What follows belongs to an exercise in optimizing a design on an open flow for small area, a short achievable clock period and few clock cycles per item; a production flow would make more cautious choices.
Function was checked by simulation only, so behaviour that the tests miss may differ from the original.

==> inputs of v10 <==
// pfe_bld
module pfe_bld (
    input  wire        clk,
    input  wire        rst,
    input  wire        in_valid,
    output wire        in_ready,
    input  wire [4:0]  in_op,
    input  wire [31:0] in_src,
    input  wire [31:0] in_dst,
    output reg         out_valid,
    input  wire        out_ready,
    output reg  [31:0] out_pix
);
Settings: LEC_CHECK=0, CAP_MARGIN=20, CORE_MARGIN=2, CORE_UTILIZATION=60, SETUP_SLACK_MARGIN=5, SLEW_MARGIN=20; clock period 16.0 ns.
run.sh (not shown) runs the stock make flow with config.mk's settings and CLKGATE_MAP_FILE= SYNTH_SCRIPT=/design/flow/synth_recipe.tcl, a recipe that flattens the netlist after the stock synthesis.
==> inputs of v16, as changes to v10 <==
--- a/flow/design.v
+++ b/flow/design.v
@@ -477,18 +477,19 @@
                 .s(s), .a1(a1r[i]), .a1g(a1r[i] & {11{m1gr[i]}}), .sa(sa), .b2(b2r[i]),
                 .gd(d & {8{gr[i]}}), .vr(qs[i] & {8{vuse[i]}}), .vneg(bu0 & vuse[i]),
                 .x(xa[i]), .y(ya[i])
             );
             wire [7:0] r1, q1, r2, q2;
             pfe_bld_dstep4 u_d1 (.rem_i(rem[i]), .qs_i(qs[i]), .den(den[i]), .den3(den3[i]), .rem_o(r1), .qs_o(q1));
             pfe_bld_dstep4 u_d2 (.rem_i(r1), .qs_i(q1), .den(den[i]), .den3(den3[i]), .rem_o(r2), .qs_o(q2));
             assign sat_now[i] = sat[i] | (qs[i] >= da);
-            wire [9:0] b_fin = bu0 ? (sat_now[i] ? ~{2'b0, d} + 10'd1 : {2'b0, da} - {2'b0, d} - {2'b0, qs[i]})
-                                   : (sat_now[i] ? {2'b0, da} - {2'b0, d} : {2'b0, qs[i]} - {2'b0, d});
+            wire       bw   = bu0 & !sat_now[i];
+            wire [9:0] f_p  = bu0 ? (sat_now[i] ? 10'd0 : {2'b0, da}) : (sat_now[i] ? {2'b0, da} : {2'b0, qs[i]});
+            wire [9:0] b_fin = ~{2'b0, d} + f_p + (bw ? ~{2'b0, qs[i]} : 10'd0) + {8'd0, bw, !bw};
             wire ld = need0[i] && !ldp;
             always @(posedge clk) begin
                 if (ldp) begin
                     a1r[i]  <= pa1[i];
                     m1gr[i] <= pm1g[i];
                     b2r[i]  <= pb2[i];
                     gr[i]   <= pg[i];
                     den[i]  <= pden[i];
==> flow/flow/run.sh (new file) <==
#!/bin/bash
set -euo pipefail
bash standard.sh SETUP_SLACK_MARGIN=9 finish > standard.log 2>&1
==> flow/standard.sh (new file) <==
#!/bin/bash
# synth_recipe.tcl (not shown) runs the flow's synth.tcl, then flattens the netlist and writes it again
# the make line also repeats each setting of config.mk as NAME=value (left out here)
make -C /OpenROAD-flow-scripts/flow DESIGN_CONFIG=/design/flow/config.mk WORK_HOME=/design/flow/orfs CLKGATE_MAP_FILE= SYNTH_SCRIPT=/design/flow/synth_recipe.tcl "${@:-finish}"
- CORE_UTILIZATION: 60 -> 40
- SETUP_SLACK_MARGIN: 5 -> unset
removed: flow/run.sh
==> inputs of v21, as changes to v10 <==
--- a/flow/design.v
+++ b/flow/design.v
@@ -477,18 +477,19 @@
                 .s(s), .a1(a1r[i]), .a1g(a1r[i] & {11{m1gr[i]}}), .sa(sa), .b2(b2r[i]),
                 .gd(d & {8{gr[i]}}), .vr(qs[i] & {8{vuse[i]}}), .vneg(bu0 & vuse[i]),
                 .x(xa[i]), .y(ya[i])
             );
             wire [7:0] r1, q1, r2, q2;
             pfe_bld_dstep4 u_d1 (.rem_i(rem[i]), .qs_i(qs[i]), .den(den[i]), .den3(den3[i]), .rem_o(r1), .qs_o(q1));
             pfe_bld_dstep4 u_d2 (.rem_i(r1), .qs_i(q1), .den(den[i]), .den3(den3[i]), .rem_o(r2), .qs_o(q2));
             assign sat_now[i] = sat[i] | (qs[i] >= da);
-            wire [9:0] b_fin = bu0 ? (sat_now[i] ? ~{2'b0, d} + 10'd1 : {2'b0, da} - {2'b0, d} - {2'b0, qs[i]})
-                                   : (sat_now[i] ? {2'b0, da} - {2'b0, d} : {2'b0, qs[i]} - {2'b0, d});
+            wire       bw   = bu0 & !sat_now[i];
+            wire [9:0] f_p  = bu0 ? (sat_now[i] ? 10'd0 : {2'b0, da}) : (sat_now[i] ? {2'b0, da} : {2'b0, qs[i]});
+            wire [9:0] b_fin = ~{2'b0, d} + f_p + (bw ? ~{2'b0, qs[i]} : 10'd0) + {8'd0, bw, !bw};
             wire ld = need0[i] && !ldp;
             always @(posedge clk) begin
                 if (ldp) begin
                     a1r[i]  <= pa1[i];
                     m1gr[i] <= pm1g[i];
                     b2r[i]  <= pb2[i];
                     gr[i]   <= pg[i];
                     den[i]  <= pden[i];
==> flow/flow/run.sh (new file) <==
#!/bin/bash
set -euo pipefail
bash standard.sh SETUP_SLACK_MARGIN=9.5 finish > standard.log 2>&1
==> flow/standard.sh (new file) <==
#!/bin/bash
# synth_recipe.tcl (not shown) runs the flow's synth.tcl, then flattens the netlist and writes it again
# the make line also repeats each setting of config.mk as NAME=value (left out here)
make -C /OpenROAD-flow-scripts/flow DESIGN_CONFIG=/design/flow/config.mk WORK_HOME=/design/flow/orfs CLKGATE_MAP_FILE= SYNTH_SCRIPT=/design/flow/synth_recipe.tcl "${@:-finish}"
- CORE_UTILIZATION: 60 -> 40
- SETUP_SLACK_MARGIN: 5 -> unset
removed: flow/run.sh
==> results.json <==
{
  "status": "complete, no violations",
  "wirelength_mm": 266,
  "synth_top_area_share_pct": 22.4,
  "cts_setup_buffers": 0,
  "wl_met2_mm": 115
}
[end of results for v16]
==> results.json <==
{
  "status": "failed layout checks",
  "checkFailReasons": "antenna violations",
  "cts_setup_buffers": 24,
  "ant_nets": 1,
  "wl_met2_mm": 117,
  "wirelength_mm": 269
}
[end of results for v21]
==> results.json <==
{
  "synth_simple_gate_area_share_pct": 14.9,
  "status": "complete, no violations",
  "cp.depth": 20,
  "setup_violations": 0,
  "path_buf_inv": 6,
  "wirelength_mm": 264,
  "wl_met2_mm": 117,
  "synth_top_area_share_pct": 21.6
}
[end of results for v10]
Testbench counts of v10, summed over its fixed seeds: cycles 24,846, items 16,384.
Testbench counts of v16, summed over its fixed seeds: cycles 24,846, items 16,384.
Testbench counts of v21, summed over its fixed seeds: cycles 24,846, items 16,384.

-- what the ideal ports hide --
In the flow no input, the clock included, has a driving cell. The finished layouts below were timed again as built, in two steps.
Step 1 (the two cells are an assumption about what drives the block):
set clk [get_ports {clk}]
set_driving_cell -lib_cell sky130_fd_sc_hd__clkbuf_16 $clk
set_driving_cell -lib_cell sky130_fd_sc_hd__buf_2 [delete_from_list [all_inputs] $clk]
Step 2, shift: input delay + t, output delay - t, t = (earliest + latest rising clock arrival at the registers) / 2. This alone moves slack from input paths to output paths.
Three values: ideal ports, drivers, drivers and shift; two values: the first two.
run	shift t [ns]	slack for setup (ns)	worst setup path at the end	pins driven straight from the clock port
v10	0.772	8.945 / 8.945 / 8.945	register to register	1
v16	0.803	9.263 / 9.263 / 9.263	register to register	1
v21	0.804	9.680 / 9.680 / 9.680	register to register	1
